From an optimization exercise on the open Yosys and OpenROAD flow, aimed at small area, a short achievable clock period and few clock cycles; shortcuts taken in it are not production practice.
In this exercise RTL edits were held to simulation tests only and were not proved equivalent to the original.
Power figures rest on the tool's default switching activity, not on a simulated workload.

==> flow/design.v <==
module ecm_fce (
    input  logic        clk,
    input  logic        rst,       
    input  logic        req,
    input  logic        we,
    input  logic [7:0]  addr,
    input  logic [31:0] wdata,
    output logic        ack,
    output logic        err,
    output logic [31:0] rdata
);
    localparam int LINE_CAP = 64;
    logic [2:0]  st_err;
    logic [2:0]  st_cause;       
    logic [4:0]  st_index;       
    logic [31:0] can_id, bus_id, len, dgram_len, line_len;
    logic [17:0] wide;
    logic [15:0][31:0] data;
    logic [15:0][7:0]  dgram;
    logic [15:0][31:0] line_w;   
    localparam logic [1:0] S_IDLE = 2'd0, S_PARSE = 2'd1, S_ENC = 2'd2, S_SRST = 2'd3;
    logic [1:0]  state;
    logic        cmd_v;        
    logic        cmd_pe;       
    logic [4:0]  p_win;        
    logic        p_intok;      
    logic [5:0]  p_ntok;       
    logic [31:0] p_acc;        
    logic        p_accw;       
    wire idle = (state == S_IDLE);
    wire clr  = rst || (state == S_SRST);
    wire addr_bad = (addr[1:0] != 2'b00) || (addr[7:6] == 2'b11);
    wire [5:0] aw = addr[7:2];
    wire acc_wr   = req && we && idle && !addr_bad && !rst;
    wire cmd_wr   = acc_wr && (aw == 6'd0);
    wire host_wr  = acc_wr && (aw != 6'd0);
    wire wd_hi0   = (wdata[31:5] == 27'd0);
    wire c_enc_v  = wd_hi0 && (wdata[4:0] == 5'h11);
    wire c_enc_u  = wd_hi0 && (wdata[4:0] == 5'h01);
    wire c_dec    = wd_hi0 && (wdata[4:0] == 5'h02);
    wire c_parse  = wd_hi0 && (wdata[4:0] == 5'h03);
    wire c_pe_v   = wd_hi0 && (wdata[4:0] == 5'h14);
    wire c_pe_u   = wd_hi0 && (wdata[4:0] == 5'h04);
    wire c_srst   = wd_hi0 && (wdata[4:0] == 5'h0F);
    wire c_anyp   = c_parse || c_pe_v || c_pe_u;
    wire c_ill    = !(c_enc_v || c_enc_u || c_dec || c_anyp || c_srst);
    wire        len_big = (line_len > 32'd64);
    wire [6:0]  L = line_len[6:0];
    logic [63:0] v_nws, v_bad, v_start, v_cnt;
    logic        v_any, v_anybad;
    logic [4:0]  v_badidx;
    always_comb begin
        logic [7:0] b;
        logic       seen_bad;
        logic [5:0] cnt;
        for (int i = 0; i < 64; i++) begin
            b = line_w[i / 4][8 * (i % 4) +: 8];
            v_nws[i] = (7'(i) < L) && !((b == 8'h20) || (b >= 8'h09 && b <= 8'h0D));
            v_bad[i] = v_nws[i] && !((b >= 8'h30 && b <= 8'h39) ||
                                     (b >= 8'h41 && b <= 8'h46) ||
                                     (b >= 8'h61 && b <= 8'h66));
        end
        for (int i = 0; i < 64; i++)
            v_start[i] = v_nws[i] && (i == 0 || !v_nws[(i == 0) ? 0 : i - 1]);
        seen_bad = 1'b0;
        for (int i = 0; i < 64; i++) begin
            v_cnt[i] = v_start[i] && !seen_bad;
            seen_bad = seen_bad || v_bad[i];
        end
        v_any    = |v_nws;
        v_anybad = |v_bad;
        cnt = 6'd0;
        for (int i = 0; i < 64; i++)
            cnt = cnt + 6'(v_cnt[i]);
        v_badidx = 5'(cnt - 6'd1);
    end
    wire parse_ok = !len_big && v_any && !v_anybad;
    wire [31:0] win = line_w[p_win[3:0]];
    logic [3:0]  w_nws, w_end;
    logic [3:0][31:0] w_rin;    
    logic [3:0]  w_win;         
    logic [31:0] w_r3;          
    logic        w_w3;
    always_comb begin
        logic [7:0]  b;
        logic [3:0]  hv;
        logic        pn;
        logic [31:0] rin, r;
        logic        win_w, ww;
        pn    = p_intok;
        rin   = p_intok ? p_acc : 32'd0;
        win_w = p_intok ? p_accw : 1'b0;
        r  = 32'd0;
        ww = 1'b0;
        for (int j = 0; j < 4; j++) begin
            b = win[8 * j +: 8];
            w_nws[j] = ({p_win, 2'(j)} < L) &&
                       !((b == 8'h20) || (b >= 8'h09 && b <= 8'h0D));
            hv = (b[6]) ? (b[3:0] + 4'd9) : b[3:0];
            w_end[j] = !w_nws[j] && pn;
            w_rin[j] = rin;
            w_win[j] = win_w;
            r  = {rin[27:0], hv};
            ww = win_w || (rin[31:28] != 4'h0);
            rin   = w_nws[j] ? r  : 32'd0;
            win_w = w_nws[j] ? ww : 1'b0;
            pn = w_nws[j];
        end
        w_r3 = r;
        w_w3 = ww;
    end
    wire        e_one = |w_end;
    wire        e_two = (w_end[0] && (w_end[2] || w_end[3])) || (w_end[1] && w_end[3]);
    wire [31:0] e_v0  = w_end[0] ? w_rin[0] : w_end[1] ? w_rin[1] : w_end[2] ? w_rin[2] : w_rin[3];
    wire        e_w0  = w_end[0] ? w_win[0] : w_end[1] ? w_win[1] : w_end[2] ? w_win[2] : w_win[3];
    wire [31:0] e_v1  = (w_end[0] && w_end[2]) ? w_rin[2] : w_rin[3];
    wire        e_w1  = (w_end[0] && w_end[2]) ? w_win[2] : w_win[3];
    wire [31:0] b_ev  = p_ntok[0] ? e_v1 : e_v0;
    wire        b_evw = p_ntok[0] ? e_w1 : e_w0;
    wire [31:0] b_od  = p_ntok[0] ? e_v0 : e_v1;
    wire        b_odw = p_ntok[0] ? e_w0 : e_w1;
    wire [5:0]  ntok_nx = p_ntok + {4'd0, e_two, e_one && !e_two};
    wire        p_last  = (p_win == L[6:2]);
    wire parsing = (state == S_PARSE) && !rst;
    logic [16:0] tok_we;
    always_comb begin
        for (int t = 0; t < 17; t++)
            tok_we[t] = parsing && ((p_ntok == 6'(t) && e_one) ||
                                    (t > 0 && p_ntok == 6'(t - 1) && e_two));
    end
    logic        enc_fail;
    logic [2:0]  enc_cause;
    logic [4:0]  enc_index;
    always_comb begin
        enc_fail  = 1'b1;
        enc_cause = 3'd0;
        enc_index = 5'd0;
        if (wide[0] || can_id[31:11] != 21'd0)
            enc_cause = 3'd1;
        else if (wide[1] || bus_id[31:28] != 4'd0)
            enc_cause = 3'd2;
        else if (len[31:4] != 28'd0)
            enc_cause = 3'd3;
        else begin
            enc_fail = 1'b0;
            for (int i = 14; i >= 0; i--) begin
                if (4'(i) < len[3:0] && (wide[2+i] || data[i][31:8] != 24'd0)) begin
                    enc_fail  = 1'b1;
                    enc_cause = 3'd4;
                    enc_index = 5'(i);
                end
            end
        end
    end
    wire        enc_go  = (cmd_wr && (c_enc_v || c_enc_u)) || (state == S_ENC && !rst);
    wire        enc_chk = (cmd_wr && c_enc_v) || (state == S_ENC && cmd_v);
    wire        enc_ok  = enc_go && !(enc_chk && enc_fail);
    wire        enc_bad = enc_go && enc_chk && enc_fail;
    wire [3:0]  dec_l   = dgram[4][3:0];
    wire        dec_go  = cmd_wr && c_dec;
    wire        dec_ok  = dec_go && (dgram_len == 32'd16) && (dec_l <= 4'd8);
    wire        p_go    = cmd_wr && c_anyp;
    wire        p_start = p_go && parse_ok;
    wire        p_end   = parsing && p_last;
    always_comb begin
        case (state)
            S_IDLE:  ack = req && !(we && !addr_bad && aw == 6'd0 && ((c_anyp && parse_ok) || c_srst));
            S_PARSE: ack = req && p_last && !cmd_pe;
            default: ack = req;
        endcase
    end
    assign err = req && idle && addr_bad;
    always_comb begin
        rdata = 32'h0;
        if (addr[7])
            rdata = line_w[addr[5:2]];
        else if (addr[6:4] == 3'b110)
            rdata = {dgram[{addr[3:2], 2'd3}], dgram[{addr[3:2], 2'd2}],
                     dgram[{addr[3:2], 2'd1}], dgram[{addr[3:2], 2'd0}]};
        else if (addr[6:5] == 2'b01 || addr[6:5] == 2'b10)
            rdata = data[{addr[6], addr[4:2]}];
        else begin
            case (addr[6:2])
                5'h01: rdata = {11'h0, st_index, 8'h00, 1'b0, st_cause, 1'b0, st_err};
                5'h02: rdata = can_id;
                5'h03: rdata = bus_id;
                5'h04: rdata = len;
                5'h05: rdata = {14'h0, wide};
                5'h06: rdata = dgram_len;
                5'h07: rdata = line_len;
                5'h1C: rdata = LINE_CAP;
                default: rdata = 32'h0;
            endcase
        end
    end
    always_ff @(posedge clk) begin
        if (rst) begin
            state <= S_IDLE;
        end else begin
            case (state)
                S_IDLE:
                    if (cmd_wr) begin
                        if (c_srst)       state <= S_SRST;
                        else if (p_start) state <= S_PARSE;
                    end
                S_PARSE:
                    if (p_last) state <= cmd_pe ? S_ENC : S_IDLE;
                default:
                    state <= S_IDLE;
            endcase
        end
    end
    always_ff @(posedge clk) begin
        if (p_start) begin
            cmd_v  <= c_pe_v;
            cmd_pe <= c_pe_v || c_pe_u;
        end
        if (p_start) begin
            p_win   <= 5'd0;
            p_intok <= 1'b0;
            p_ntok  <= 6'd0;
        end else if (state == S_PARSE) begin
            p_win   <= p_win + 5'd1;
            p_intok <= w_nws[3];
            p_ntok  <= ntok_nx;
            p_acc   <= w_r3;
            p_accw  <= w_w3;
        end
    end
    wire hw_can  = host_wr && aw == 6'h02;
    wire hw_bus  = host_wr && aw == 6'h03;
    wire hw_len  = host_wr && aw == 6'h04;
    wire hw_wide = host_wr && aw == 6'h05;
    wire hw_dgl  = host_wr && aw == 6'h06;
    wire hw_ll   = host_wr && aw == 6'h07;
    wire hw_data = host_wr && !aw[5] && (aw[4:3] == 2'b01 || aw[4:3] == 2'b10);
    wire hw_dg   = host_wr && aw[5:2] == 4'b0110;
    wire hw_line = host_wr && aw[5];
    wire [31:0] x_ev = parsing ? b_ev : wdata;
    wire [31:0] x_od = parsing ? b_od : wdata;
    always_ff @(posedge clk) begin
        for (int j = 0; j < 16; j++)
            if (clr || (hw_line && aw[3:0] == 4'(j)))
                line_w[j] <= clr ? 32'd0 : wdata;
    end
    always_ff @(posedge clk) begin
        if (clr || hw_ll)
            line_len <= clr ? 32'd0 : wdata;
        if (clr || hw_dgl || enc_ok)
            dgram_len <= clr ? 32'd0 : (hw_dgl ? wdata : 32'd16);
        if (clr || hw_bus || dec_ok)
            bus_id <= clr ? 32'd0 :
                      (hw_bus ? wdata : {4'd0, dgram[7], dgram[6], dgram[5], dgram[4][7:4]});
    end
    always_ff @(posedge clk) begin
        if (clr || hw_can || dec_ok || tok_we[0])
            can_id <= clr ? 32'd0 :
                      (dec_ok ? {21'd0, dgram[3], dgram[2][7:5]} : x_ev);
        if (clr || hw_len || dec_ok || p_end)
            len <= clr ? 32'd0 :
                   (hw_len ? wdata : (dec_ok ? {28'd0, dec_l} : {26'd0, ntok_nx - 6'd1}));
    end
    always_ff @(posedge clk) begin
        if (clr || hw_wide || dec_ok || p_start || tok_we[0])
            wide[0] <= clr ? 1'b0 : (hw_wide ? wdata[0] : (tok_we[0] ? b_evw : 1'b0));
        if (clr || hw_wide || dec_ok)
            wide[1] <= clr ? 1'b0 : (hw_wide ? wdata[1] : 1'b0);
        for (int i = 0; i < 16; i++) begin
            if (clr || (hw_data && {aw[4], aw[2:0]} == 4'(i)) || tok_we[i + 1])
                data[i] <= clr ? 32'd0 : (((i + 1) % 2 == 0) ? x_ev : x_od);
            else if (dec_ok || p_start)
                data[i] <= (dec_ok && i < 8 && 4'(i) < dec_l) ? {24'd0, dgram[8 + i]} : 32'd0;
            if (clr || hw_wide || dec_ok || p_start || tok_we[i + 1])
                wide[2 + i] <= clr ? 1'b0 :
                               (hw_wide ? wdata[2 + i] :
                                (tok_we[i + 1] ? (((i + 1) % 2 == 0) ? b_evw : b_odw) : 1'b0));
        end
    end
    always_ff @(posedge clk) begin
        for (int j = 0; j < 4; j++) begin
            if (clr || (hw_dg && aw[1:0] == 2'(j))) begin
                for (int n = 0; n < 4; n++)
                    dgram[4 * j + n] <= clr ? 8'd0 : wdata[8 * n +: 8];
            end else if (enc_ok) begin
                for (int n = 0; n < 4; n++) begin
                    case (4 * j + n)
                        0, 1: dgram[4 * j + n] <= 8'h00;
                        2:    dgram[4 * j + n] <= {can_id[2:0], 5'd0};
                        3:    dgram[4 * j + n] <= can_id[10:3];
                        4:    dgram[4 * j + n] <= {bus_id[3:0], len[3:0]};
                        5:    dgram[4 * j + n] <= bus_id[11:4];
                        6:    dgram[4 * j + n] <= bus_id[19:12];
                        7:    dgram[4 * j + n] <= bus_id[27:20];
                        default:
                            dgram[4 * j + n] <= (len > 32'(4 * j + n - 8)) ?
                                                data[4 * j + n - 8][7:0] : 8'h00;
                    endcase
                end
            end
        end
    end
    always_ff @(posedge clk) begin
        if (clr) begin
            st_err   <= 3'd0;
            st_cause <= 3'd0;
            st_index <= 5'd0;
        end else if (cmd_wr && c_ill) begin
            st_err   <= 3'd4;
            st_cause <= 3'd0;
            st_index <= 5'd0;
        end else if (p_go && len_big) begin
            st_err   <= 3'd2;
            st_cause <= 3'd3;
            st_index <= 5'd0;
        end else if (p_go && !v_any) begin
            st_err   <= 3'd2;
            st_cause <= 3'd1;
            st_index <= 5'd0;
        end else if (p_go && v_anybad) begin
            st_err   <= 3'd2;
            st_cause <= 3'd2;
            st_index <= v_badidx;
        end else if (dec_go && dgram_len != 32'd16) begin
            st_err   <= 3'd3;
            st_cause <= 3'd1;
            st_index <= 5'd0;
        end else if (dec_go && !dec_ok) begin
            st_err   <= 3'd3;
            st_cause <= 3'd2;
            st_index <= {1'b0, dec_l};
        end else if (enc_bad) begin
            st_err   <= 3'd1;
            st_cause <= enc_cause;
            st_index <= enc_index;
        end else if (dec_ok || enc_ok || p_end) begin
            st_err   <= 3'd0;
            st_cause <= 3'd0;
            st_index <= 5'd0;
        end
    end
endmodule
==> flow/run.sh <==
#!/bin/bash
# synth_recipe.tcl (not shown) runs the flow's synth.tcl, then flattens the netlist and writes it again
# the make line also repeats each setting of config.mk as NAME=value (left out here)
make -C /OpenROAD-flow-scripts/flow DESIGN_CONFIG=/design/flow/config.mk WORK_HOME=/design/flow/orfs CLKGATE_MAP_FILE= SYNTH_SCRIPT=/design/flow/synth_recipe.tcl finish
==> flow/config.mk <==
export PLATFORM = sky130hd
export DESIGN_NAME = ecm_fce
export DESIGN_NICKNAME = ecm_fce
export VERILOG_FILES = /design/flow/design.v
export SDC_FILE = /design/flow/constraint.sdc
export NUM_CORES = 4
export LEC_CHECK = 0
export CAP_MARGIN = 30
export CORE_MARGIN = 2
export CORE_UTILIZATION = 35
export SLEW_MARGIN = 40
==> flow/constraint.sdc <==
create_clock -name core_clock -period 8.0 [get_ports {clk}]
set_input_delay 1.6000 -clock core_clock [delete_from_list [all_inputs] [get_ports {clk}]]
set_output_delay 1.6000 -clock core_clock [all_outputs]
set_load 0.01 [all_outputs]
==> results of run 1 <==
==> placed cells by master, fill, tap and decap left out, types with 77 or more instances in the layout <==
| cell | n |
|---|---|
| edfxtp_1 | 1365 |
| buf_4 | 1152 |
| nor2_1 | 918 |
| nand2_1 | 615 |
| mux4_2 | 443 |
| o21ai_0 | 313 |
| a21oi_1 | 292 |
| nor3_1 | 162 |
| clkbuf_16 | 157 |
| inv_1 | 131 |
| nor4_1 | 131 |
| nand3_1 | 116 |
| nand4_1 | 105 |
| mux2i_1 | 95 |
| a22oi_1 | 77 |
==> worst max-delay path, delay by kind of cell, from the launching register on <==
kind / cells / cell delay, ns
fa+ha+maj: 9 / 4.46
simple gates: 6 / 1.42
flops: 1 / 0.56
xor+xnor: 1 / 0.13
compound gates: 6 / 0.87
buf+inv: 13 / 1.19
==> sequential cells by signal (all words and copies together), names as in the netlist <==
signal / cells
data: 512
line_w: 512
dgram: 128
bus_id: 32
can_id: 32
dgram_len: 32
len: 32
line_len: 32
p_acc: 32
wide: 18
p_ntok: 6
p_win: 5
st_index: 5
st_cause: 3
st_err: 3
state: 2
cmd_pe: 1
cmd_v: 1
p_accw: 1
p_intok: 1
==> worst paths after layout <==
path,start,end,depth (start not counted)
worst min register to register,st_index[3],st_index[3],2
worst max register to register,line_len[1],st_index[3],35
worst min-delay path,st_index[3],st_index[3],2
worst max-delay path,line_len[1],st_index[3],35
==> Yosys cell counts, types with 23 or more instances <==
cell type and n:
a21o_1 23, a21oi_1 311, a22o_1 33, a22oi_1 77, a31oi_1 43, and2_1 45, and3_1 43, buf_1 54
buf_2 46, buf_4 25, clkbuf_1 208, dfxtp_1 25, edfxtp_1 1365, fa_1 55, ha_1 33, inv_1 162
mux2i_1 95, mux4_2 443, nand2_1 630, nand2b_1 53, nand3_1 121, nand3b_1 67, nand4_1 105, nand4b_1 34
nor2_1 927, nor2b_1 26, nor3_1 170, nor4_1 138, nor4b_1 56, o21a_1 25, o21ai_0 355, o21ai_1 30
o22ai_1 53, or2_2 32, or3_1 52, or4b_2 39, xnor2_1 25
==> area by class of cell <==
type,instances,area share
well taps,2871,0.0377
clock buffers,189,0.0425
inverters,168,0.00665
repair buffers,1261,0.105
flip-flops and latches,1390,0.436
diodes,5,0.000131
clock inverters,100,0.0131
multi-input cells,4469,0.359
==> what timing repair did <==
action,4_1_cts,5_1_grt
endpoints found under the setup margin,5,5
pin swaps,25,13
resized for setup,57,24
gates cloned,0,0
setup buffers,14,10
endpoints found under the hold margin,0,0
==> stage by stage <==
stage / area, µm² / utilization
detailed placement: 89400 / 0.408
global route: 95200 / 0.435
CTS: 95000 / 0.434
finish: 95200 / 0.435
global placement: 89100 / 0.407
floorplan: 77100 / -
==> layer usage <==
layer | routed length, µm | vias to the layer above | GRT usage
li1 | - | 27000 | -
met1 | 136000 | 33500 | 0.423
met2 | 155000 | 5001 | 0.467
met3 | 48200 | 878 | 0.0894
met4 | 25500 | 6 | 0.182
met5 | 34 | - | 0
==> logic make-up (layout without fill, tap and decap cells) <==
kind of cell,Yosys count,after routing,share of synthesized area
and+or+nand+nor,2596,2596,0.164
DFF,1390,1390,0.539
AOI/OAI and AO/OA,1198,1198,0.100
muxes,552,552,0.144
buffers and inverters,520,1718,0.0292
adders and majority gates,89,89,0.0198
xor gates and xnor gates,34,34,0.00387
other,0,5,0
==> power groups by stage <==
stage                     Combinational (mW)  Clock (mW)  Sequential (mW)
after detailed placement                3.40           0             9.00
after floorplan                         1.48           0             8.94
after global placement                  3.36           0             8.98
after global routing                    3.64        7.77             8.90
final                                   3.57        7.45             8.87
after CTS                               3.43        7.50             8.85
==> notes.md, run 1 <==
fin worst setup slack=-0.722 ns; H-tree depth=4; EDFF count, synth=1365; Pwr Total=19.9 mW; pre-CTS setup slack=-0.834 ns; VDD IR max=0.000201 V; Nets=7579; Pre-antenna DRT Iters=8; synth top area cells=edfxtp_1, mux4_2, nor2_1; DP Wirelength=276 mm; leakage=34.7 nW; Iter 0 DRT Violations=11300; fillers=20200; switching power=5.84 mW; R2R setup slack=-0.72 ns; Starting Density=0.351; CP Class=reg -> reg; synthesized area per cell=12.1 µm²; count of cell types in the netlist=99; most frequent CP cell=fa_1; final hold slack=0.534 ns; Worst-Skew Late Latency=0.90 ns; clock share of power=0.375; switching portion of total power=0.294; crit start category=register; Seq pwr share=0.446; Non-Filler Instances=10500; Post-Route Setup TNS=-2.80 ns; core area=219000 µm²; CTS sink count=1390; max cap viols=0; CTS tree=built; Max Freq=0.115 GHz; DRC Markers=0; first-pass GRT wire length=497 mm; Routed wire per std cell=34.9 µm; crit share post-route=1.09; Synthesis Warnings=9; Final Skew=0.0884 ns; Max Buffers Root-to-Sink=3; worst-margin pin slew=0.984 ns; hold buffer count at CTS=0; number of synthesized register bits=1390; CTS buffer count=157; final WL=365 mm; FF/Latch Area=41500 µm²; Critical-path top delay cell=fa_1; sequential cell area fraction in the yosys report=0.539; Arr. time, crit path=9.47 ns; fin. max-slew vios=0; P&R area growth vs syn=23.7%; Power Dens Cells=209 nW/µm²; Gate power share=0.179; SO Faults=setup timing; share of layout cells above drive strength 1=0.286; grt ovf=0; internal power=14.0 mW; area share of the largest cell type after synthesis=0.533; asr flop ratio synth=0; Post-Syn Nets=6511; Die Ht=473 µm; I/O pin count=78; top cell type by total area after synthesis=edfxtp_1; RSZ-0062 raised after global routing=yes; ANT nets after route=0; vias in the first global route=62100; FP Rows=172; IO Port Bufs=77; class of the worst hold path=reg -> reg; Reg clk slew, reported paths=0.06 ns; CP Max Fanout=8; Setup crit end kind=register; Root Driver=clkbuf_16; vias=66400; area of the multi-input gates=34100 µm²; Die ar.=224000 µm²; Relative slew margins=0.342; Setup Viol. Count Final=5; RD Place Congestion=1.05; Total GRT Usage=0.319; initial antenna violation count=23; Synth Cell Area=77000 µm²; Die X-Extent=473 µm; Cells after Synth=6379; Top FF cell, synth=edfxtp_1; critical path's largest stage delay=0.57 ns; pin count of the biggest net entering global routing=82; dpl cells=10100; Final Hold Viols=0; status=failed layout checks; min cycle time layout=8.72 ns; Worst Path Required=8.75 ns; vias per std cell=6.35
Testbench counts, summed over its fixed seeds: cycles 9,046.
==> run 2, diff against run 1 <==
--- a/flow/design.v
+++ b/flow/design.v
@@ -19,6 +19,7 @@
     logic [15:0][7:0]  dgram;
     logic [15:0][31:0] line_w;   
-    localparam logic [1:0] S_IDLE = 2'd0, S_PARSE = 2'd1, S_ENC = 2'd2, S_SRST = 2'd3;
-    logic [1:0]  state;
+    localparam logic [2:0] S_IDLE = 3'd0, S_PARSE = 3'd1, S_ENC = 3'd2, S_SRST = 3'd3,
+                           S_BAD = 3'd4, S_FIN = 3'd5, S_ENCA = 3'd6;
+    logic [2:0]  state;
     logic        cmd_v;        
     logic        cmd_pe;       
@@ -47,11 +48,8 @@
     wire        len_big = (line_len > 32'd64);
     wire [6:0]  L = line_len[6:0];
-    logic [63:0] v_nws, v_bad, v_start, v_cnt;
+    logic [63:0] v_nws, v_bad;
     logic        v_any, v_anybad;
-    logic [4:0]  v_badidx;
     always_comb begin
         logic [7:0] b;
-        logic       seen_bad;
-        logic [5:0] cnt;
         for (int i = 0; i < 64; i++) begin
             b = line_w[i / 4][8 * (i % 4) +: 8];
@@ -61,21 +59,13 @@
                                      (b >= 8'h61 && b <= 8'h66));
         end
-        for (int i = 0; i < 64; i++)
-            v_start[i] = v_nws[i] && (i == 0 || !v_nws[(i == 0) ? 0 : i - 1]);
-        seen_bad = 1'b0;
-        for (int i = 0; i < 64; i++) begin
-            v_cnt[i] = v_start[i] && !seen_bad;
-            seen_bad = seen_bad || v_bad[i];
-        end
         v_any    = |v_nws;
         v_anybad = |v_bad;
-        cnt = 6'd0;
-        for (int i = 0; i < 64; i++)
-            cnt = cnt + 6'(v_cnt[i]);
-        v_badidx = 5'(cnt - 6'd1);
     end
     wire parse_ok = !len_big && v_any && !v_anybad;
-    wire [31:0] win = line_w[p_win[3:0]];
-    logic [3:0]  w_nws, w_end;
+    wire p_go     = cmd_wr && c_anyp;
+    wire p_start  = p_go && parse_ok;
+    logic [31:0] win_q;
+    wire [31:0] win = win_q;
+    logic [3:0]  w_nws, w_end, w_bad;
     logic [3:0][31:0] w_rin;    
     logic [3:0]  w_win;         
@@ -97,4 +87,7 @@
             w_nws[j] = ({p_win, 2'(j)} < L) &&
                        !((b == 8'h20) || (b >= 8'h09 && b <= 8'h0D));
+            w_bad[j] = w_nws[j] && !((b >= 8'h30 && b <= 8'h39) ||
+                                     (b >= 8'h41 && b <= 8'h46) ||
+                                     (b >= 8'h61 && b <= 8'h66));
             hv = (b[6]) ? (b[3:0] + 4'd9) : b[3:0];
             w_end[j] = !w_nws[j] && pn;
@@ -122,5 +115,15 @@
     wire [5:0]  ntok_nx = p_ntok + {4'd0, e_two, e_one && !e_two};
     wire        p_last  = (p_win == L[6:2]);
-    wire parsing = (state == S_PARSE) && !rst;
+    logic [4:0] w_badidx;
+    always_comb begin
+        w_badidx = p_ntok[4:0];
+        if (!w_bad[0]) begin
+            if (w_bad[1])      w_badidx = p_ntok[4:0] + 5'(w_end[0]);
+            else if (w_bad[2]) w_badidx = p_ntok[4:0] + 5'(w_end[0]) + 5'(w_end[1]);
+            else               w_badidx = p_ntok[4:0] + 5'(w_end[0]) + 5'(w_end[1]) + 5'(w_end[2]);
+        end
+    end
+    wire w_anybad = |w_bad;
+    wire parsing = ((state == S_PARSE) || p_start) && !rst;
     logic [16:0] tok_we;
     always_comb begin
@@ -153,6 +156,7 @@
         end
     end
-    wire        enc_go  = (cmd_wr && (c_enc_v || c_enc_u)) || (state == S_ENC && !rst);
-    wire        enc_chk = (cmd_wr && c_enc_v) || (state == S_ENC && cmd_v);
+    wire        enc_late = (state == S_ENC || state == S_ENCA) && !rst;
+    wire        enc_go  = (cmd_wr && (c_enc_v || c_enc_u)) || enc_late;
+    wire        enc_chk = (cmd_wr && c_enc_v) || (enc_late && cmd_v);
     wire        enc_ok  = enc_go && !(enc_chk && enc_fail);
     wire        enc_bad = enc_go && enc_chk && enc_fail;
@@ -160,38 +164,47 @@
     wire        dec_go  = cmd_wr && c_dec;
     wire        dec_ok  = dec_go && (dgram_len == 32'd16) && (dec_l <= 4'd8);
-    wire        p_go    = cmd_wr && c_anyp;
-    wire        p_start = p_go && parse_ok;
     wire        p_end   = parsing && p_last;
     always_comb begin
         case (state)
-            S_IDLE:  ack = req && !(we && !addr_bad && aw == 6'd0 && ((c_anyp && parse_ok) || c_srst));
-            S_PARSE: ack = req && p_last && !cmd_pe;
+            S_IDLE:  ack = req && !(!we && !addr_bad && rd_slow && !rd_pend) &&
+                           !(we && !addr_bad && aw == 6'd0 && (c_anyp || c_srst));
+            S_BAD:   ack = 1'b0;
+            S_PARSE: ack = req && p_last;
+            S_ENCA:  ack = req && !we && addr == 8'h04;
             default: ack = req;
         endcase
     end
     assign err = req && idle && addr_bad;
+    logic        rd_pend;
+    logic [31:0] rd_q;
+    wire         rd_slow = aw[5] || (aw[4:3] == 2'b10);
+    logic [31:0] rd_fast;
     always_comb begin
-        rdata = 32'h0;
-        if (addr[7])
-            rdata = line_w[addr[5:2]];
-        else if (addr[6:4] == 3'b110)
-            rdata = {dgram[{addr[3:2], 2'd3}], dgram[{addr[3:2], 2'd2}],
-                     dgram[{addr[3:2], 2'd1}], dgram[{addr[3:2], 2'd0}]};
-        else if (addr[6:5] == 2'b01 || addr[6:5] == 2'b10)
-            rdata = data[{addr[6], addr[4:2]}];
-        else begin
-            case (addr[6:2])
-                5'h01: rdata = {11'h0, st_index, 8'h00, 1'b0, st_cause, 1'b0, st_err};
-                5'h02: rdata = can_id;
-                5'h03: rdata = bus_id;
-                5'h04: rdata = len;
-                5'h05: rdata = {14'h0, wide};
-                5'h06: rdata = dgram_len;
-                5'h07: rdata = line_len;
-                5'h1C: rdata = LINE_CAP;
-                default: rdata = 32'h0;
-            endcase
-        end
+        case (aw[4:0])
+            5'h01: rd_fast = (state == S_ENCA && cmd_v && enc_fail) ?
+                             {11'h0, enc_index, 8'h00, 1'b0, enc_cause, 1'b0, 3'd1} :
+                             (state == S_ENCA) ? 32'h0 :
+                             {11'h0, st_index, 8'h00, 1'b0, st_cause, 1'b0, st_err};
+            5'h02: rd_fast = can_id;
+            5'h03: rd_fast = bus_id;
+            5'h04: rd_fast = len;
+            5'h05: rd_fast = {14'h0, wide};
+            5'h06: rd_fast = dgram_len;
+            5'h07: rd_fast = line_len;
+            5'h08, 5'h09, 5'h0A, 5'h0B, 5'h0C, 5'h0D, 5'h0E, 5'h0F:
+                   rd_fast = data[{1'b0, aw[2:0]}];
+            5'h18, 5'h19, 5'h1A, 5'h1B:
+                   rd_fast = {dgram[{aw[1:0], 2'd3}], dgram[{aw[1:0], 2'd2}],
+                              dgram[{aw[1:0], 2'd1}], dgram[{aw[1:0], 2'd0}]};
+            5'h1C: rd_fast = LINE_CAP;
+            default: rd_fast = 32'h0;
+        endcase
     end
+    wire [31:0] rd_slowv = aw[5] ? line_w[aw[3:0]] : data[{1'b1, aw[2:0]}];
+    always_ff @(posedge clk) begin
+        rd_q    <= rd_slowv;
+        rd_pend <= !rst && req && !we && idle && !addr_bad && rd_slow && !rd_pend;
+    end
+    assign rdata = rd_pend ? rd_q : rd_fast;
     always_ff @(posedge clk) begin
         if (rst) begin
@@ -202,8 +215,14 @@
                     if (cmd_wr) begin
                         if (c_srst)       state <= S_SRST;
-                        else if (p_start) state <= S_PARSE;
+                        else if (p_go && !len_big && v_any && v_anybad)
+                                          state <= S_BAD;
+                        else if (p_start)
+                            state <= !p_last ? S_PARSE : ((c_pe_v || c_pe_u) ? S_ENC : S_FIN);
+                        else if (p_go)    state <= S_FIN;
                     end
                 S_PARSE:
-                    if (p_last) state <= cmd_pe ? S_ENC : S_IDLE;
+                    if (p_last) state <= cmd_pe ? S_ENCA : S_IDLE;
+                S_BAD:
+                    if (w_anybad) state <= S_FIN;
                 default:
                     state <= S_IDLE;
@@ -216,9 +235,5 @@
             cmd_pe <= c_pe_v || c_pe_u;
         end
-        if (p_start) begin
-            p_win   <= 5'd0;
-            p_intok <= 1'b0;
-            p_ntok  <= 6'd0;
-        end else if (state == S_PARSE) begin
+        if ((parsing && !p_last) || (state == S_BAD && !rst && !w_anybad)) begin
             p_win   <= p_win + 5'd1;
             p_intok <= w_nws[3];
@@ -226,4 +241,8 @@
             p_acc   <= w_r3;
             p_accw  <= w_w3;
+        end else begin
+            p_win   <= 5'd0;
+            p_intok <= 1'b0;
+            p_ntok  <= 6'd0;
         end
     end
@@ -237,6 +256,12 @@
     wire hw_dg   = host_wr && aw[5:2] == 4'b0110;
     wire hw_line = host_wr && aw[5];
-    wire [31:0] x_ev = parsing ? b_ev : wdata;
-    wire [31:0] x_od = parsing ? b_od : wdata;
+    wire        x_host = idle && (aw != 6'd0);
+    wire [31:0] x_ev = x_host ? wdata : b_ev;
+    wire [31:0] x_od = x_host ? wdata : b_od;
+    wire       scan    = parsing || (state == S_BAD && !rst);
+    wire [3:0] nxt_win = (scan && !p_last) ? p_win[3:0] + 4'd1 : 4'd0;
+    always_ff @(posedge clk) begin
+        win_q <= clr ? 32'd0 : ((hw_line && aw[3:0] == 4'd0) ? wdata : line_w[nxt_win]);
+    end
     always_ff @(posedge clk) begin
         for (int j = 0; j < 16; j++)
@@ -317,8 +342,8 @@
             st_cause <= 3'd1;
             st_index <= 5'd0;
-        end else if (p_go && v_anybad) begin
+        end else if (state == S_BAD && w_anybad) begin
             st_err   <= 3'd2;
             st_cause <= 3'd2;
-            st_index <= v_badidx;
+            st_index <= w_badidx;
         end else if (dec_go && dgram_len != 32'd16) begin
             st_err   <= 3'd3;
--- a/flow/config.mk
+++ b/flow/config.mk
@@ -8,4 +8,5 @@
 export CAP_MARGIN = 30
 export CORE_MARGIN = 2
-export CORE_UTILIZATION = 35
+export CORE_UTILIZATION = 45
+export SETUP_SLACK_MARGIN = 3.0
 export SLEW_MARGIN = 40
==> notes.md, run 2 <==
Final Skew=0.0655 ns (-0.0229 ns); switching portion of total power=0.374 (+0.0799); FP Rows=154 (-10%); I/O pin count=78 (unchanged); first-pass GRT wire length=600 mm (+21%); Worst Hold End=st_index[0]; asr flop ratio synth=0 (unchanged); DP Wirelength=328 mm (+19%); R2R depth=13 (-63%); top cells by count, synth=edfxtp_1, nor2_1, nand2_1; status=complete, no violations; Root Driver=clkbuf_16; CTS buffer count=165 (+5.1%); FF-to-FF End=data[3]; Arr. time, crit path=4.22 ns (-5.25 ns); vias=75200 (+13%); share of layout cells above drive strength 1=0.234 (-0.0518); fin. max-slew vios=0 (unchanged); Pre-antenna DRT Iters=11 (+3); Total GRT Usage=0.493 (+0.174); dpl cell area=86000 µm² (-3.7%); Pwr Total=25.4 mW (+28%); CTS sink count=1456 (+4.7%); EDFF count, synth=1365 (unchanged); R2R Path Start=line_len[3]; Post-Route Setup TNS=0 ns (+2.80 ns); largest registers=data (512), line_w (512), dgram (128); Die ar.=182000 µm² (-19%); Final Hold Viols=0 (unchanged); initial antenna violation count=70 (+200%); synth top area cells=edfxtp_1, mux4_2, nor2_1; pre-CTS setup slack=1.35 ns (+2.18 ns); internal power=15.9 mW (+13%); CP Class=reg -> out; leakage=32.9 nW (-5.1%); synthesized area per cell=11.4 µm² (-5.6%); P&R area growth vs syn=20.3%; RSZ-0062 raised after global routing=yes; Max Freq=0.172 GHz (+50%); top cell type by total area after synthesis=edfxtp_1; grt ovf=0 (unchanged); min cycle time layout=5.82 ns (-2.90 ns); clock share of power=0.318 (-0.057); RD Place Congestion=1.13 (+7.6%); Die X-Extent=426 µm (-9.9%); class of the worst hold path=reg -> reg; CP Max Fanout=3 (-5); number of synthesized register bits=1456 (+4.7%); Post-Syn Nets=7117 (+9.3%); Nets=7431 (-2.0%); Hold Path Cell Cnt=2 (unchanged); vias in the first global route=67000 (+8.0%); Routed wire per std cell=46.1 µm (+32%); IO Port Bufs=77 (unchanged); Seq pwr share=0.404 (-0.042); final instance area=96500 µm² (+1.3%); most frequent cells in the layout=edfxtp_1, nor2_1, nand2_1; H-tree depth=4 (unchanged); sequential cell area fraction in the yosys report=0.534 (-0.00505); Iter 0 DRT Violations=15200 (+34%); Power Dens Cells=263 nW/µm² (+26%); Max Buffers Root-to-Sink=3 (unchanged); core area=176000 µm² (-19%); crit share post-route=0.728 (-0.363); pin count of the biggest net entering global routing=122 (+49%); Die Ht=426 µm (-9.9%); ANT nets after route=0 (unchanged); Gate power share=0.278 (+0.099); fin worst setup slack=2.18 ns (+2.90 ns); R2R setup slack=2.90 ns (+3.62 ns); CTS tree=built; crit start category=register; post-layout util=0.547 (+0.112); area share of the largest cell type after synthesis=0.511 (-0.0213); hold wc startpoint=st_index[0]; commonest non-fill, non-tap cell in the layout=edfxtp_1; worst-margin pin slew=1.01 ns (+0.0285 ns); DRC Markers=0 (unchanged); Synthesis Warnings=9 (unchanged); VDD IR max=0.000218 V (+8.1%); Reg clk slew, reported paths=0.06 ns (about the same); fillers=15000 (-26%); most frequent cell after synthesis=edfxtp_1; vias per std cell=7.61 (+20%); Starting Density=0.454 (+0.103); Setup Viol. Count Final=0 (-5); Relative slew margins=0.306 (-0.0367); hold buffer count at CTS=0 (unchanged); Worst Path Required=6.40 ns (-2.35 ns); max cap viols=0 (unchanged); Synth Cell Area=80200 µm² (+4.2%); final WL=456 mm (+25%); Setup crit end kind=output pin; switching power=9.49 mW (+62%); count of cell types in the netlist=91 (-8.1%); Cells after Synth=7039 (+10%); Top FF cell, synth=edfxtp_1; Worst-Skew Late Latency=0.88 ns (-0.02 ns)
-- run 2: changes by cell type in the layout (fill, tap and decap cells not counted), sizes merged, moves of 63 or more --
cell / before / now
dfxtp: 25 / 91
mux2i: 96 / 169
a21oi: 313 / 472
clkdlybuf4s50: 69 / 6
buf: 1191 / 583
mux4: 443 / 352
nor2: 928 / 737
nand3: 121 / 203
o21ai: 385 / 458
o211ai: 13 / 166
nand2: 630 / 704
-- run 2: power by group through the flow --
stage | Clock [mW] | Sequential [mW] | Combinational, mW
after floorplan | 0 | 9.82 | 2.97
after global placement | 0 | 10.3 | 6.01
after detailed placement | 0 | 10.3 | 6.14
after CTS | 8.05 | 10.2 | 6.46
after global routing | 8.34 | 10.3 | 7.00
final | 8.07 | 10.3 | 7.05
-- run 2: area by class of cell --
| cell class | count | area (µm²) | share of cell area |
|---|---|---|---|
| Clock inverter | 100 | 1220 | 0.0127 |
| Antenna cell | 49 | 123 | 0.00127 |
| Tap cell | 2340 | 2930 | 0.0304 |
| Timing Repair Buffer | 620 | 6390 | 0.0662 |
| Sequential cell | 1456 | 42800 | 0.444 |
| Multi-Input combinational cell | 4980 | 38000 | 0.394 |
| Inverter | 130 | 524 | 0.00543 |
| Clock buffer | 209 | 4470 | 0.0463 |
-- run 2: kinds of logic (layout without fill, tap and decap cells) --
family                     count (synthesis)  count (layout)  share of synthesized area
other                                      0              49                          0
buffers and inverters                    604            1059                     0.0290
DFF                                     1456            1456                      0.534
and+or+nand+nor                         2566            2566                      0.158
xor gates and xnor gates                  35              35                    0.00382
muxes                                    560             560                      0.125
AOI/OAI and AO/OA                       1784            1785                      0.144
adders and majority gates                 34              34                    0.00540
-- run 2: how the worst max path moves through the flow --
stage               depth (start not counted)           to  startpoint  slack, ns
floorplan                                   6  line_w[256]     addr[4]       2.53
global placement                            9          ack   wdata[19]       0.94
detailed placement                          9     rdata[0]     addr[6]       1.35
CTS                                        13    rdata[16]    wide[15]       2.23
global route                               14     rdata[4]   data[245]       2.15
finish                                     12    rdata[17]   data[412]       2.18
-- run 2: metrics by stage --
step | cells | hold WS (ns)
floorplan | 7039 | 0.457
finish | 9884 | 0.516
global placement | 9287 | 0.495
CTS | 9789 | 0.513
global route | 9838 | 0.523
detailed placement | 9314 | 0.498
-- run 2: critical path, cell delays in order, from the launching register on --
cell and delay (ns):
edfxtp_1 0.42, nor4_2 0.40, nand4_1 0.27, nor2_2 0.27, o2111ai_1 0.17, a21oi_2 0.45, o21bai_1 0.18, a211oi_2 0.25
buf_4 0.20, a22o_4 0.19, a21oi_2 0.08, o21ai_0 0.25, buf_2 0.20
-- run 2: repair_timing --
| item | CTS | global route |
|---|---|---|
| setup buffers | 147 | 41 |
| pin swaps | 109 | 55 |
| setup endpoints to repair | 1350 | 1059 |
| cloned | 19 | 1 |
| gates resized for setup | 660 | 143 |
-- run 2: layer usage --
metal,track usage,share of wire
met1,0.640,0.36
met2,0.650,0.39
met3,0.240,0.17
met4,0.314,0.081
met5,0.00185,0.0013
Testbench counts of run 2, summed over its fixed seeds: cycles 8,491.
==> run 3, diff against run 2 <==
--- a/flow/design.v
+++ b/flow/design.v
@@ -170,5 +170,5 @@
                            !(we && !addr_bad && aw == 6'd0 && (c_anyp || c_srst));
             S_BAD:   ack = 1'b0;
-            S_PARSE: ack = req && p_last;
+            S_PARSE: ack = req && p_last && cmd_pe;
             S_ENCA:  ack = req && !we && addr == 8'h04;
             default: ack = req;
@@ -177,5 +177,4 @@
     assign err = req && idle && addr_bad;
     logic        rd_pend;
-    logic [31:0] rd_q;
     wire         rd_slow = aw[5] || (aw[4:3] == 2'b10);
     logic [31:0] rd_fast;
@@ -201,10 +200,8 @@
         endcase
     end
-    wire [31:0] rd_slowv = aw[5] ? line_w[aw[3:0]] : data[{1'b1, aw[2:0]}];
-    always_ff @(posedge clk) begin
-        rd_q    <= rd_slowv;
-        rd_pend <= !rst && req && !we && idle && !addr_bad && rd_slow && !rd_pend;
-    end
-    assign rdata = rd_pend ? rd_q : rd_fast;
+    wire rd_first = req && !we && idle && !addr_bad && rd_slow && !rd_pend;
+    always_ff @(posedge clk)
+        rd_pend <= !rst && rd_first;
+    assign rdata = rd_pend ? win_q : rd_fast;
     always_ff @(posedge clk) begin
         if (rst) begin
@@ -222,5 +219,5 @@
                     end
                 S_PARSE:
-                    if (p_last) state <= cmd_pe ? S_ENCA : S_IDLE;
+                    if (p_last) state <= cmd_pe ? S_ENCA : S_FIN;
                 S_BAD:
                     if (w_anybad) state <= S_FIN;
@@ -257,10 +254,24 @@
     wire hw_line = host_wr && aw[5];
     wire        x_host = idle && (aw != 6'd0);
-    wire [31:0] x_ev = x_host ? wdata : b_ev;
-    wire [31:0] x_od = x_host ? wdata : b_od;
+    wire [31:0] x_ev = clr ? 32'd0 : (x_host ? wdata : (parsing ? b_ev : 32'd0));
+    wire [31:0] x_od = clr ? 32'd0 : (x_host ? wdata : (parsing ? b_od : 32'd0));
+    logic p_clrpend;
+    always_ff @(posedge clk)
+        p_clrpend <= p_end;
+    logic [15:0] p_clr;
+    always_comb
+        for (int i = 0; i < 16; i++)
+            p_clr[i] = p_clrpend && (len[4:0] <= 5'(i));
     wire       scan    = parsing || (state == S_BAD && !rst);
     wire [3:0] nxt_win = (scan && !p_last) ? p_win[3:0] + 4'd1 : 4'd0;
     always_ff @(posedge clk) begin
-        win_q <= clr ? 32'd0 : ((hw_line && aw[3:0] == 4'd0) ? wdata : line_w[nxt_win]);
+        if (clr)
+            win_q <= 32'd0;
+        else if (rd_first && !aw[5])
+            win_q <= data[{1'b1, aw[2:0]}];
+        else if (hw_line && aw[3:0] == 4'd0)
+            win_q <= wdata;
+        else
+            win_q <= line_w[rd_first ? aw[3:0] : nxt_win];
     end
     always_ff @(posedge clk) begin
@@ -287,14 +298,15 @@
     end
     always_ff @(posedge clk) begin
-        if (clr || hw_wide || dec_ok || p_start || tok_we[0])
+        if (clr || hw_wide || dec_ok || tok_we[0])
             wide[0] <= clr ? 1'b0 : (hw_wide ? wdata[0] : (tok_we[0] ? b_evw : 1'b0));
         if (clr || hw_wide || dec_ok)
             wide[1] <= clr ? 1'b0 : (hw_wide ? wdata[1] : 1'b0);
         for (int i = 0; i < 16; i++) begin
-            if (clr || (hw_data && {aw[4], aw[2:0]} == 4'(i)) || tok_we[i + 1])
-                data[i] <= clr ? 32'd0 : (((i + 1) % 2 == 0) ? x_ev : x_od);
-            else if (dec_ok || p_start)
-                data[i] <= (dec_ok && i < 8 && 4'(i) < dec_l) ? {24'd0, dgram[8 + i]} : 32'd0;
-            if (clr || hw_wide || dec_ok || p_start || tok_we[i + 1])
+            if (clr || (hw_data && {aw[4], aw[2:0]} == 4'(i)) || tok_we[i + 1] || dec_ok || p_clr[i]) begin
+                data[i] <= ((i + 1) % 2 == 0) ? x_ev : x_od;
+                if (i < 8 && dec_ok)
+                    data[i][7:0] <= (4'(i) < dec_l) ? dgram[8 + i] : 8'h00;
+            end
+            if (clr || hw_wide || dec_ok || tok_we[i + 1] || p_clr[i])
                 wide[2 + i] <= clr ? 1'b0 :
                                (hw_wide ? wdata[2 + i] :
==> notes.md, run 3 <==
crit share post-route=0.732 (+0.00411); Arr. time, crit path=4.25 ns (+0.03 ns); Reg clk slew, reported paths=0.06 ns (about the same); Starting Density=0.452 (-0.00207); largest family of logic cells by synthesized area=simple AND/OR/NAND/NOR gates; CTS buffer count=158 (-4.2%); initial antenna violation count=40 (-43%); RD Place Congestion=1.14 (+0.57%); VDD IR max=0.000247 V (+13%); Relative slew margins=0.250 (-0.0554); I/O pin count=78 (unchanged); pre-CTS setup slack=1.09 ns (-0.257 ns); vias in the first global route=57800 (-14%); worst-margin pin slew=1.12 ns (+0.107 ns); xor/xnor share of the synthesized area=0.00436 (+0.000534); status=complete, no violations; Synth Cell Area=72300 µm² (-9.8%); hold wc startpoint=st_cause[0]; crit start category=primary input; Power Dens Cells=215 nW/µm² (-18%); first-pass GRT wire length=487 mm (-19%); Post-Route Setup TNS=0 ns (unchanged); CTS tree=built; core area=160000 µm² (-9.3%); Die ar.=164000 µm² (-9.7%); H-tree depth=4 (unchanged); fin. max-slew vios=0 (unchanged); Root Driver=clkbuf_16; count of cell types in the netlist=88 (-3.3%); most frequent cells in the layout=edfxtp_1, nand2_1, buf_4; final WL=373 mm (-18%); CP Class=in -> out; fin worst setup slack=2.15 ns (-0.0329 ns); R2R depth=16 (+3); Hold Path Cell Cnt=2 (unchanged); synthesized area per cell=11.6 µm² (+1.5%); Synthesis Warnings=9 (unchanged); Compound-Gate Fraction of Synth Area=0.144 (about the same); share of layout cells above drive strength 1=0.224 (-0.00954); RSZ-0062 raised after global routing=yes; sequential cell area fraction in the yosys report=0.583 (+0.0491); Total GRT Usage=0.437 (-0.0561); Die X-Extent=405 µm (-5.0%); Worst Hold End=st_cause[0]; ANT nets after route=0 (unchanged); top cells by count, synth=edfxtp_1, nand2_1, o21ai_0; most frequent cell after synthesis=edfxtp_1; Iter 0 DRT Violations=12500 (-18%); min cycle time layout=5.85 ns (+0.0328 ns); final hold slack=0.519 ns (+0.00358 ns); top cell type by total area after synthesis=edfxtp_1; Die Ht=405 µm (-5.0%); Setup Viol. Count Final=0 (unchanged); synth top area cells=edfxtp_1, mux4_2, nand2_1; FP Rows=147 (-4.5%); vias per std cell=7.25 (-4.7%); R2R setup slack=2.79 ns (-0.11 ns); largest registers=data (512), line_w (512), dgram (128); R2R Path Start=line_len[1]; hold buffer count at CTS=0 (unchanged); number of synthesized register bits=1425 (-2.1%); Final Hold Viols=0 (unchanged); EDFF count, synth=1365 (unchanged); Worst Path Required=6.40 ns (about the same); commonest non-fill, non-tap cell in the layout=edfxtp_1; vias=65500 (-13%); leakage=31.4 nW (-4.6%); Setup crit end kind=output pin; P&R area growth vs syn=22.9%; Cells after Synth=6256 (-11%); Final Skew=0.0508 ns (-0.0147 ns); grt ovf=0 (unchanged); asr flop ratio synth=0 (unchanged); CP Max Fanout=6 (+3); DRC Markers=0 (unchanged); fillers=13400 (-11%); area share of the largest cell type after synthesis=0.567 (+0.0553); DP Wirelength=260 mm (-21%); Max Buffers Root-to-Sink=3 (unchanged); post-synthesis simple-gate area fraction=0.171 (+0.0129); IO Port Bufs=77 (unchanged); Routed wire per std cell=41.3 µm (-10%); FF-to-FF End=win_q[28]; pin count of the biggest net entering global routing=71 (-42%); Max Freq=0.171 GHz (-0.56%); max cap viols=0 (unchanged); Worst-Skew Late Latency=0.88 ns (about the same); class of the worst hold path=reg -> reg; Top FF cell, synth=edfxtp_1; Post-Syn Nets=6334 (-11%); Nets=6878 (-7.4%); Pre-antenna DRT Iters=13 (+2); CTS sink count=1425 (-2.1%); Adder-Cell Fraction of Synth Area=0.00598 (+0.000584); mux share of post-synthesis cell area=0.0666 (-0.0589)
## run 3: changes by cell type after synthesis, moves of 37 or more
cell,before,now
o22ai_1,81,44
o21ai_0,441,358
nand2_1,704,878
a31oi_1,33,91
mux4_2,352,160
a22oi_1,30,85
a21oi_1,472,332
nand3_1,203,297
o211ai_1,166,105
clkbuf_1,378,278
a21o_1,27,91
nor2_1,737,346
o32ai_1,59,4
mux2i_1,169,75
## run 3: where the power goes
part | switching [mW] | total (mW) | leakage (nW) | internal [mW]
combinational | 1.74 | 2.63 | 14.6 | 0.890
sequential | 0.479 | 9.17 | 14.3 | 8.69
clock | 3.26 | 7.33 | 2.45 | 4.07
## run 3: through the flow
stage | utilization | total power, mW | std cells | cell area (µm²)
2_1_floorplan | - | 10.1 | 6256 | 72700
3_3_place_gp | 0.484 | 11.4 | 8375 | 77500
3_5_place_dp | 0.487 | 11.4 | 8387 | 77900
4_1_cts | 0.542 | 18.8 | 8892 | 86700
5_1_grt | 0.555 | 19.4 | 9016 | 88900
6_report | 0.556 | 19.1 | 9026 | 88900
## run 3: routing by layer
layer  GRT usage  vias up  wire (µm)
li1            -    25900          -
met1       0.576    32700     134000
met5      0.0181        -       1080
met2       0.588     5682     147000
met4       0.228       46      24500
met3       0.211     1125      66200
## run 3: cell type report
| type | instances | area (µm²) | area share |
|---|---|---|---|
| clock inverters | 92 | 936 | 0.0105 |
| flip-flops and latches | 1425 | 42200 | 0.475 |
| multi-input cells | 4390 | 31000 | 0.349 |
| repair inverters | 1 | 7.51 | 0.0000844 |
| repair buffers | 725 | 7540 | 0.0848 |
| well taps | 2086 | 2610 | 0.0294 |
| inverters | 99 | 397 | 0.00446 |
| diodes | 13 | 32.5 | 0.000366 |
| clock buffers | 195 | 4140 | 0.0466 |
## run 3: worst max path at each step
| stage | depth (start not counted) | endpoint | startpoint | slack [ns] |
|---|---|---|---|---|
| 5_1_grt | 15 | rdata[18] | can_id[13] | 2.19 |
| 6_report | 9 | rdata[29] | addr[2] | 2.15 |
| 3_5_place_dp | 12 | rdata[16] | addr[6] | 1.09 |
| 2_1_floorplan | 7 | line_w[256] | addr[7] | 2.16 |
| 3_3_place_gp | 12 | rdata[16] | addr[6] | 1.14 |
| 4_1_cts | 16 | rdata[18] | can_id[14] | 2.34 |
## run 3: critical path: stages
cell and delay [ns]:
buf_16 0.17, buf_16 0.16, buf_12 0.10, buf_12 0.09, mux4_2 0.51, a222oi_1 0.52
o211ai_1 0.47, a22o_1 0.41, buf_2 0.18
## run 3: logic make-up (layout without fill, tap and decap cells)
kind of cell    Yosys count  count (layout)
simple gates           2459            2472
compound gates         1570            1572
flops                  1425            1425
buf+inv                 456            1112
mux                     276             276
xor+xnor                 36              36
fa+ha+maj                34              34
other cells               0              13
## run 3: what timing repair did
| item | 4_1_cts | 5_1_grt |
|---|---|---|
| cloned | 27 | 15 |
| resized for setup | 570 | 197 |
| buffers inserted | 191 | 106 |
| setup endpoints to repair | 1467 | 960 |
| pin swaps | 142 | 107 |
Testbench counts of run 3, summed over its fixed seeds: cycles 8,491.
==> run 4, diff against run 3 <==
--- a/flow/design.v
+++ b/flow/design.v
@@ -132,4 +132,6 @@
                                     (t > 0 && p_ntok == 6'(t - 1) && e_two));
     end
+    logic        can_hz, bus_hz, len_gt15;
+    logic [15:0] data_hz;
     logic        enc_fail;
     logic [2:0]  enc_cause;
@@ -139,14 +141,14 @@
         enc_cause = 3'd0;
         enc_index = 5'd0;
-        if (wide[0] || can_id[31:11] != 21'd0)
+        if (wide[0] || !can_hz)
             enc_cause = 3'd1;
-        else if (wide[1] || bus_id[31:28] != 4'd0)
+        else if (wide[1] || !bus_hz)
             enc_cause = 3'd2;
-        else if (len[31:4] != 28'd0)
+        else if (len_gt15)
             enc_cause = 3'd3;
         else begin
             enc_fail = 1'b0;
             for (int i = 14; i >= 0; i--) begin
-                if (4'(i) < len[3:0] && (wide[2+i] || data[i][31:8] != 24'd0)) begin
+                if (4'(i) < len[3:0] && (wide[2+i] || !data_hz[i])) begin
                     enc_fail  = 1'b1;
                     enc_cause = 3'd4;
@@ -156,9 +158,49 @@
         end
     end
+    logic       p_nf;
+    logic [3:0] p_nfidx;
+    wire        p_nf0 = e_one && p_ntok != 6'd0 && p_ntok <= 6'd15 &&
+                        (e_w0 || e_v0[31:8] != 24'd0);
+    wire        p_nf1 = e_two && p_ntok <= 6'd14 &&
+                        (e_w1 || e_v1[31:8] != 24'd0);
+    wire        p_nfb = (state == S_PARSE) && p_nf;
+    always_ff @(posedge clk) begin
+        if (parsing) begin
+            if (!p_nfb && p_nf0) begin
+                p_nf    <= 1'b1;
+                p_nfidx <= 4'(p_ntok - 6'd1);
+            end else if (!p_nfb && p_nf1) begin
+                p_nf    <= 1'b1;
+                p_nfidx <= p_ntok[3:0];
+            end else
+                p_nf    <= p_nfb;
+        end else if (state == S_IDLE)
+            p_nf <= 1'b0;
+    end
+    logic        lenc_fail;
+    logic [2:0]  lenc_cause;
+    logic [4:0]  lenc_index;
+    always_comb begin
+        lenc_fail  = 1'b1;
+        lenc_index = 5'd0;
+        if (wide[0] || !can_hz)      lenc_cause = 3'd1;
+        else if (wide[1] || !bus_hz) lenc_cause = 3'd2;
+        else if (len_gt15)           lenc_cause = 3'd3;
+        else if (p_nf) begin
+            lenc_cause = 3'd4;
+            lenc_index = {1'b0, p_nfidx};
+        end else begin
+            lenc_fail  = 1'b0;
+            lenc_cause = 3'd0;
+        end
+    end
     wire        enc_late = (state == S_ENC || state == S_ENCA) && !rst;
+    wire        encx_fail = enc_late ? lenc_fail : enc_fail;
+    wire [2:0]  encx_cause = enc_late ? lenc_cause : enc_cause;
+    wire [4:0]  encx_index = enc_late ? lenc_index : enc_index;
     wire        enc_go  = (cmd_wr && (c_enc_v || c_enc_u)) || enc_late;
     wire        enc_chk = (cmd_wr && c_enc_v) || (enc_late && cmd_v);
-    wire        enc_ok  = enc_go && !(enc_chk && enc_fail);
-    wire        enc_bad = enc_go && enc_chk && enc_fail;
+    wire        enc_ok  = enc_go && !(enc_chk && encx_fail);
+    wire        enc_bad = enc_go && enc_chk && encx_fail;
     wire [3:0]  dec_l   = dgram[4][3:0];
     wire        dec_go  = cmd_wr && c_dec;
@@ -168,5 +210,5 @@
         case (state)
             S_IDLE:  ack = req && !(!we && !addr_bad && rd_slow && !rd_pend) &&
-                           !(we && !addr_bad && aw == 6'd0 && (c_anyp || c_srst));
+                           !(we && addr == 8'h00 && wdata[0] == wdata[1]);
             S_BAD:   ack = 1'b0;
             S_PARSE: ack = req && p_last && cmd_pe;
@@ -177,25 +219,35 @@
     assign err = req && idle && addr_bad;
     logic        rd_pend;
-    wire         rd_slow = aw[5] || (aw[4:3] == 2'b10);
-    logic [31:0] rd_fast;
+    wire         rd_slow = aw[5] || (aw[4:3] == 2'b10) || (aw[4:2] == 3'b111) ||
+                           (aw[4:2] == 3'b001 && aw[1:0] != 2'b00);
+    wire [31:0]  st_word = (state == S_ENCA && cmd_v && lenc_fail) ?
+                           {11'h0, lenc_index, 8'h00, 1'b0, lenc_cause, 1'b0, 3'd1} :
+                           (state == S_ENCA) ? 32'h0 :
+                           {11'h0, st_index, 8'h00, 1'b0, st_cause, 1'b0, st_err};
+    logic [31:0] rd_g0, rd_g6, rd_fast;
+    always_comb begin
+        case (aw[1:0])
+            2'd0: rd_g0 = 32'h0;
+            2'd1: rd_g0 = st_word;
+            2'd2: rd_g0 = can_id;
+            default: rd_g0 = bus_id;
+        endcase
+        rd_g6 = {dgram[{aw[1:0], 2'd3}], dgram[{aw[1:0], 2'd2}],
+                 dgram[{aw[1:0], 2'd1}], dgram[{aw[1:0], 2'd0}]};
+        if (aw[3])
+            rd_fast = aw[4] ? rd_g6 : data[{1'b0, aw[2:0]}];
+        else
+            rd_fast = aw[2] ? len : rd_g0;
+    end
+    logic [31:0] rd_misc;
     always_comb begin
         case (aw[4:0])
-            5'h01: rd_fast = (state == S_ENCA && cmd_v && enc_fail) ?
-                             {11'h0, enc_index, 8'h00, 1'b0, enc_cause, 1'b0, 3'd1} :
-                             (state == S_ENCA) ? 32'h0 :
-                             {11'h0, st_index, 8'h00, 1'b0, st_cause, 1'b0, st_err};
-            5'h02: rd_fast = can_id;
-            5'h03: rd_fast = bus_id;
-            5'h04: rd_fast = len;
-            5'h05: rd_fast = {14'h0, wide};
-            5'h06: rd_fast = dgram_len;
-            5'h07: rd_fast = line_len;
-            5'h08, 5'h09, 5'h0A, 5'h0B, 5'h0C, 5'h0D, 5'h0E, 5'h0F:
-                   rd_fast = data[{1'b0, aw[2:0]}];
-            5'h18, 5'h19, 5'h1A, 5'h1B:
-                   rd_fast = {dgram[{aw[1:0], 2'd3}], dgram[{aw[1:0], 2'd2}],
-                              dgram[{aw[1:0], 2'd1}], dgram[{aw[1:0], 2'd0}]};
-            5'h1C: rd_fast = LINE_CAP;
-            default: rd_fast = 32'h0;
+            5'h05: rd_misc = {14'h0, wide};
+            5'h06: rd_misc = dgram_len;
+            5'h07: rd_misc = line_len;
+            5'h10, 5'h11, 5'h12, 5'h13, 5'h14, 5'h15, 5'h16, 5'h17:
+                   rd_misc = data[{1'b1, aw[2:0]}];
+            5'h1C: rd_misc = LINE_CAP;
+            default: rd_misc = 32'h0;
         endcase
     end
@@ -216,5 +268,6 @@
                         else if (p_start)
                             state <= !p_last ? S_PARSE : ((c_pe_v || c_pe_u) ? S_ENC : S_FIN);
-                        else if (p_go)    state <= S_FIN;
+                        else if (wdata[0] == wdata[1])
+                                          state <= S_FIN;
                     end
                 S_PARSE:
@@ -256,4 +309,6 @@
     wire [31:0] x_ev = clr ? 32'd0 : (x_host ? wdata : (parsing ? b_ev : 32'd0));
     wire [31:0] x_od = clr ? 32'd0 : (x_host ? wdata : (parsing ? b_od : 32'd0));
+    wire        x_ev_hz = (x_ev[31:8] == 24'd0);
+    wire        x_od_hz = (x_od[31:8] == 24'd0);
     logic p_clrpend;
     always_ff @(posedge clk)
@@ -269,5 +324,5 @@
             win_q <= 32'd0;
         else if (rd_first && !aw[5])
-            win_q <= data[{1'b1, aw[2:0]}];
+            win_q <= rd_misc;
         else if (hw_line && aw[3:0] == 4'd0)
             win_q <= wdata;
@@ -286,4 +341,6 @@
             dgram_len <= clr ? 32'd0 : (hw_dgl ? wdata : 32'd16);
         if (clr || hw_bus || dec_ok)
+            bus_hz <= clr || !hw_bus || (wdata[31:28] == 4'd0);
+        if (clr || hw_bus || dec_ok)
             bus_id <= clr ? 32'd0 :
                       (hw_bus ? wdata : {4'd0, dgram[7], dgram[6], dgram[5], dgram[4][7:4]});
@@ -291,4 +348,8 @@
     always_ff @(posedge clk) begin
         if (clr || hw_can || dec_ok || tok_we[0])
+            can_hz <= clr || dec_ok || (x_ev[31:11] == 21'd0);
+        if (clr || hw_len || dec_ok || p_end)
+            len_gt15 <= !clr && (hw_len ? (wdata[31:4] != 28'd0) : (!dec_ok && ntok_nx > 6'd16));
+        if (clr || hw_can || dec_ok || tok_we[0])
             can_id <= clr ? 32'd0 :
                       (dec_ok ? {21'd0, dgram[3], dgram[2][7:5]} : x_ev);
@@ -305,4 +366,5 @@
             if (clr || (hw_data && {aw[4], aw[2:0]} == 4'(i)) || tok_we[i + 1] || dec_ok || p_clr[i]) begin
                 data[i] <= ((i + 1) % 2 == 0) ? x_ev : x_od;
+                data_hz[i] <= ((i + 1) % 2 == 0) ? x_ev_hz : x_od_hz;
                 if (i < 8 && dec_ok)
                     data[i][7:0] <= (4'(i) < dec_l) ? dgram[8 + i] : 8'h00;
@@ -368,6 +430,6 @@
         end else if (enc_bad) begin
             st_err   <= 3'd1;
-            st_cause <= enc_cause;
-            st_index <= enc_index;
+            st_cause <= encx_cause;
+            st_index <= encx_index;
         end else if (dec_ok || enc_ok || p_end) begin
             st_err   <= 3'd0;
--- a/flow/config.mk
+++ b/flow/config.mk
@@ -6,7 +6,8 @@
 export NUM_CORES = 4
 export LEC_CHECK = 0
-export CAP_MARGIN = 30
+export CAP_MARGIN = 20
 export CORE_MARGIN = 2
 export CORE_UTILIZATION = 45
+export CTS_BUF_LIST = sky130_fd_sc_hd__clkbuf_8
 export SETUP_SLACK_MARGIN = 3.0
-export SLEW_MARGIN = 40
+export SLEW_MARGIN = 20
==> notes.md, run 4 <==
status=complete, no violations; Setup Viol. Count Final=0 (unchanged); most frequent CP cell=a21oi_2; FP Rows=148 (+0.68%); Worst Path Required=6.40 ns (about the same); worst-margin pin slew=1.33 ns (+0.210 ns); Die ar.=166000 µm² (+1.4%); CP Class=in -> out; IO Port Bufs=77 (unchanged); Post-Syn Nets=6144 (-3.0%); RD Place Congestion=1.10 (-3.0%); Die X-Extent=408 µm (+0.71%); Iter 0 DRT Violations=12800 (+2.8%); Gate power share=0.158 (+0.021); fin. max-slew vios=0 (unchanged); Total GRT Usage=0.443 (+0.00589); ANT nets after route=0 (unchanged); pin count of the biggest net entering global routing=82 (+15%); Seq pwr share=0.492 (+0.013); crit share post-route=0.690 (-0.0416); Worst-Skew Late Latency=1.12 ns (+0.24 ns); hold buffer count at CTS=0 (unchanged); fillers=13200 (-1.8%); asr flop ratio synth=0 (unchanged); VDD IR max=0.000171 V (-31%); min cycle time layout=5.52 ns (-0.333 ns); core area=162000 µm² (+1.5%); Die Ht=408 µm (+0.71%); Power Dens Cells=204 nW/µm² (-5.2%); Cells after Synth=6056 (-3.2%); initial antenna violation count=38 (-5.0%); grt ovf=0 (unchanged); Root Driver=clkbuf_8; CTS buffer count=239 (+51%); final hold slack=0.479 ns (-0.0400 ns); Critical-path top delay cell=mux4_2; switching power=5.87 mW (+7.1%); H-tree depth=4 (unchanged); DRC Markers=0 (unchanged); Routed wire per std cell=41.7 µm (+1.1%); top cell type by total area after synthesis=edfxtp_1; final WL=386 mm (+3.7%); CP Cell Sequence=buf_16 -> buf_12 -> buf_6 -> mux4_2 -> mux2i_4 -> o211ai_1 -> a21oi_2 -> a21oi_2 -> buf_2; P&R area growth vs syn=27.6%; Reg clk slew, reported paths=0.06 ns (about the same); crit start category=primary input; switching portion of total power=0.307 (+0.0208); Arr. time, crit path=3.92 ns (-0.33 ns); Setup crit end kind=output pin; dpl cell area=79100 µm² (+1.6%); synthesized area per cell=12.1 µm² (+4.8%); max cap viols=0 (unchanged); leakage=35.0 nW (+11%); vias in the first global route=58700 (+1.6%); most frequent cells in the layout=edfxtp_1, nand2_1, buf_4; Pre-antenna DRT Iters=10 (-3); number of synthesized register bits=1448 (+1.6%); area share of the largest cell type after synthesis=0.568 (+0.00134); Buf/Inv on CP=4 (-1); Max Buffers Root-to-Sink=3 (unchanged); RSZ-0062 raised after global routing=yes; Max Freq=0.181 GHz (+6.0%); EDFF count, synth=1388 (+1.7%); internal power=13.2 mW (-3.0%); most frequent cell after synthesis=edfxtp_1; commonest non-fill, non-tap cell in the layout=edfxtp_1; I/O pin count=78 (unchanged); class of the worst hold path=reg -> reg; clock share of power=0.349 (-0.034); CTS sink count=1448 (+1.6%); first-pass GRT wire length=505 mm (+3.7%)
run 4: changes by cell type after synthesis, sizes merged, moves of 63 or more:
cell    change
mux2i     +296
nand2     -225
nand3     -114
a22o       -90
nor4       -66
clkbuf     -63
run 4: stage by stage:
| stage | std cells | total power [mW] | worst slack, ns |
|---|---|---|---|
| 6_report | 9255 | 19.1 | 2.48 |
| 3_5_place_dp | 8341 | 11.8 | 1.24 |
| 4_1_cts | 9075 | 18.7 | 2.60 |
| 5_1_grt | 9237 | 19.4 | 2.57 |
| 3_3_place_gp | 8340 | 11.8 | 1.23 |
| 2_1_floorplan | 6056 | 10.4 | 2.44 |
run 4: final timing paths:
check | startpoint | endpoint | slack, ns | cells past startpoint
max reg2reg | line_len[4] | data[413] | 2.52 | 24
max | addr[2] | rdata[20] | 2.48 | 9
min | st_index[1] | st_index[1] | 0.48 | 2
min reg2reg | st_index[1] | st_index[1] | 0.48 | 2
run 4: power by group through the flow:
stage	registers (mW)	logic, mW	clock network (mW)
detailed placement	9.50	2.33	0
global placement	9.49	2.33	0
finish	9.40	3.03	6.67
floorplan	9.28	1.16	0
CTS	9.35	2.70	6.64
global route	9.44	3.02	6.94
run 4: repair_timing:
action / CTS / global route
buffers inserted: 226 / 125
pin swaps: 131 / 156
cloned: 80 / 27
setup endpoints to repair: 1329 / 1341
gates resized for setup: 792 / 410
run 4: kinds of logic (layout without fill, tap and decap cells):
family,Yosys count,count (layout),share of synthesized area
other,0,27,0
AOI/OAI and AO/OA,1442,1443,0.130
and+or+nand+nor,2057,2059,0.144
muxes,562,562,0.104
xor gates and xnor gates,36,36,0.00430
buffers and inverters,467,1461,0.0253
adders and majority gates,44,44,0.00760
DFF,1448,1448,0.584
run 4: layout make-up:
type	instances	area (µm²)	share of cell area
Clock buffer	251	3450	0.0369
Timing Repair Buffer	887	10500	0.112
Antenna cell	27	67.6	0.000721
Multi-Input combinational cell	4144	32200	0.344
Inverter	146	592	0.00632
Clock inverter	177	1200	0.0129
Sequential cell	1448	42900	0.458
Tap cell	2175	2720	0.0291
run 4: worst register-to-register path, stage by stage (launching register included):
cell	delay [ns]
edfxtp_1	0.44
buf_6	0.17
buf_6	0.13
buf_12	0.13
buf_4	0.17
nand2_4	0.22
o21ai_0	0.16
nand3_1	0.37
nor2_1	0.14
a311oi_1	0.55
nand4_1	0.31
nor4_4	0.32
buf_6	0.18
buf_12	0.11
a41oi_4	0.13
buf_12	0.21
buf_12	0.12
nor4_4	0.23
buf_6	0.18
buf_6	0.10
a22oi_2	0.05
o211ai_1	0.26
buf_4	0.22
buf_6	0.13
buf_12	0.17
run 4: layer usage:
| layer | wire [µm] | share of wire | track usage |
|---|---|---|---|
| met2 | 150000 | 0.39 | 0.583 |
| met1 | 140000 | 0.36 | 0.596 |
| met4 | 25000 | 0.065 | 0.221 |
| met5 | 436 | 0.0011 | 0.0184 |
| met3 | 71600 | 0.19 | 0.220 |
Testbench counts of run 4, summed over its fixed seeds: cycles 8,491.

separate check: timing with driven ports:
Ports are ideal in the flow. The routed layouts listed here were re-timed in OpenROAD.
Step 1: set_driving_cell puts a clkbuf_16 on clk and a buf_2 on each other input, an assumption about the parent block.
Step 2 also shifts input and output timing later by t, the mid clock arrival at the registers, as if the neighbouring blocks saw the same clock.
Three values: ideal ports, drivers, drivers and shift; two values: the first two.
| run | t, ns | setup slack, ns |
|---|---|---|
| run 1 | 0.942 | -0.722 / -0.722 / -0.722 |
| run 2 | 0.938 | 2.180 / 2.059 / 2.059 |
| run 3 | 0.944 | 2.147 / 1.671 / 1.671 |
| run 4 | 1.157 | 2.480 / 1.882 / 1.437 |
